From an optimization exercise on the open Yosys and OpenROAD flow, aimed at small area; shortcuts taken in it are not production practice.
Function was checked by simulation only, so behaviour that the tests miss may differ from the original.
Power figures rest on the tool's default switching activity, not on a simulated workload.

blue:
// spi_unit
module spi_unit #(
    parameter integer CLKFREQ = 80000000
) (
    input  wire        clk,
    input  wire        rst,          
    input  wire        mb_we,
    input  wire [31:0] mb_wdata,
    output wire [31:0] mb_rdata,
    output wire        sclk,
    output reg         mosi,
    input  wire        miso,
    output wire        mem_we,
    output wire [14:0] mem_addr,
    output wire [7:0]  mem_wdata
);
Size in the first run: roughly 740 cells after synthesis, ~94 I/O pins.
==> flow/config.mk <==
export PLATFORM = sky130hd
export DESIGN_NAME = spi_unit
export DESIGN_NICKNAME = spi_unit
export VERILOG_FILES = /design/flow/design.v
export SDC_FILE = /design/flow/constraint.sdc
export NUM_CORES = 4
export LEC_CHECK = 0
export CAP_MARGIN = 20
export CORE_MARGIN = 2
export CORE_UTILIZATION = 40
export GPL_TIMING_DRIVEN = 0
export SLEW_MARGIN = 20
==> flow/constraint.sdc <==
create_clock -name core_clock -period 10.0 [get_ports {clk}]
set_input_delay 2.0000 -clock core_clock [delete_from_list [all_inputs] [get_ports {clk}]]
set_output_delay 2.0000 -clock core_clock [all_outputs]
set_load 0.01 [all_outputs]
standard.sh (not shown) runs the stock make flow with config.mk's settings and CLKGATE_MAP_FILE= SYNTH_SCRIPT=/design/flow/synth_recipe.tcl, a recipe that flattens the netlist after the stock synthesis.
==> flow/flow/run.sh <==
#!/bin/bash
# Own layout flow: the standard flow, with three changes.
#  1. After the standard synthesis, the combinational logic is mapped again
#     by ABC for area. Flip-flops, tie cells and (in one variant) adder cells
#     stay exactly as the standard synthesis made them. Each ABC script in
#     flow/resyn*.abc is tried, with and without keeping the half adders, and
#     the smallest netlist is kept.
#  2. The port buffers use the smallest buffer cell.
#  3. The clock tree uses clkbuf_8 and no dummy loads.
# Each tool writes its full output to a log file in this folder.
set -euo pipefail
here=$(pwd)
res=$here/orfs/results/${FLOW_PLATFORM}/spi_unit/base
lib=$FLOW_HOME/platforms/${FLOW_PLATFORM}/lib/sky130_fd_sc_hd__tt_025C_1v80.lib
yosys=${YOSYS_EXE:-$FLOW_HOME/../tools/install/yosys/bin/yosys}
knobs=(
  BUFFER_PORTS_ARGS="-buffer_cell sky130_fd_sc_hd__buf_1"
  CTS_ARGS="-sink_clustering_enable -repair_clock_nets -buf_list sky130_fd_sc_hd__clkbuf_8 -dont_use_dummy_load"
)

# 1. standard synthesis
bash standard.sh "${knobs[@]}" "$res/1_2_yosys.v" > synth_flow.log 2>&1
cp "$res/1_2_yosys.v" standard_1_2_yosys.v

# 2. remap the combinational logic, keep the smallest result
python3 flow/cellfunc.py "$lib" map_fa.v 'fa|fah|fahcin|fahcon' > cellfunc.log 2>&1
python3 flow/cellfunc.py "$lib" map_faha.v 'fa|ha|fah|fahcin|fahcon' >> cellfunc.log 2>&1
best=""
best_area=""
for map in fa faha; do
  for abc in flow/resyn*.abc; do
    tag=${map}_$(basename "$abc" .abc)
    cat > "resyn_$tag.ys" <<EOT
read_liberty -lib $lib
read_verilog standard_1_2_yosys.v
hierarchy -check -top $FLOW_TOP
techmap -map map_$map.v
opt -purge
techmap
opt -fast
abc -liberty $lib -script $here/$abc -dont_use *lpflow* -dont_use *probe*
opt_clean -purge
hilomap -singleton -hicell sky130_fd_sc_hd__conb_1 HI -locell sky130_fd_sc_hd__conb_1 LO
splitnets
opt_clean -purge
stat -liberty $lib
write_verilog -noattr -noexpr -nohex -nodec resyn_$tag.v
EOT
    if "$yosys" -s "resyn_$tag.ys" > "resyn_$tag.log" 2>&1; then
      area=$(sed -n "s/.*Chip area for module .*: \([0-9.]*\).*/\1/p" "resyn_$tag.log" | tail -1)
      echo "$tag $area" >> resyn_areas.txt
      if [[ -n "$area" ]] && { [[ -z "$best_area" ]] || awk "BEGIN{exit !($area < $best_area)}"; }; then
        best=$tag
        best_area=$area
      fi
    fi
  done
done
echo "kept $best $best_area" >> resyn_areas.txt
cp "resyn_$best.v" "$res/1_2_yosys.v"

# 3. the rest of the standard flow
bash standard.sh "${knobs[@]}" finish > standard_flow.log 2>&1
Other scripts of this flow, unchanged in this note and not shown: flow/flow/cellfunc.py, flow/flow/resyn1.abc, flow/flow/resyn2.abc, flow/flow/resyn3.abc, flow/flow/resyn4.abc, flow/flow/resyn5.abc, flow/flow/resyn6.abc, flow/flow/resyn7.abc, flow/flow/resyn8.abc, flow/flow/resyn9.abc
blue finished end to end and its layout was clean on timing, DRC and antenna.
The following lists how purple was set up differently from blue:
Settings: GPL_TIMING_DRIVEN no longer set, was 0; CORE_UTILIZATION now 60, was 40.
==> summary.txt <==
Setup slack: purple less than blue
In purple, sequential portion of the cell area is higher than in blue.
purple vs blue: die outline height down by more than 10%
Comparing total power draw for purple and blue, the bigger number came from blue.
Routed wire in purple totals less than in blue.
The global-route usage number comes out lower for blue vs purple.

-- afterwards: timing with drivers on the ports --
Ports are ideal in the flow. The routed layouts listed here were re-timed in OpenROAD.
Step 1 assumes that a clkbuf_16 drives the clock port and a buf_2 every other input.
Step 2 times the ports against the registers' clock, not the clock port: input delays grow and output delays shrink by t, the midpoint of the rising clock arrivals with the driver on.
Three values: ideal, step 1, step 2; two values: the first two.
| run | t (ns) | slack for setup (ns) | pins driven straight from the clock port |
|---|---|---|---|
| blue | 0.423 | 0.563 / 0.563 / 0.563 | 1 |
| purple | 0.427 | 0.413 / 0.413 / 0.413 | 1 |
After both steps setup and hold are still met in every run listed.
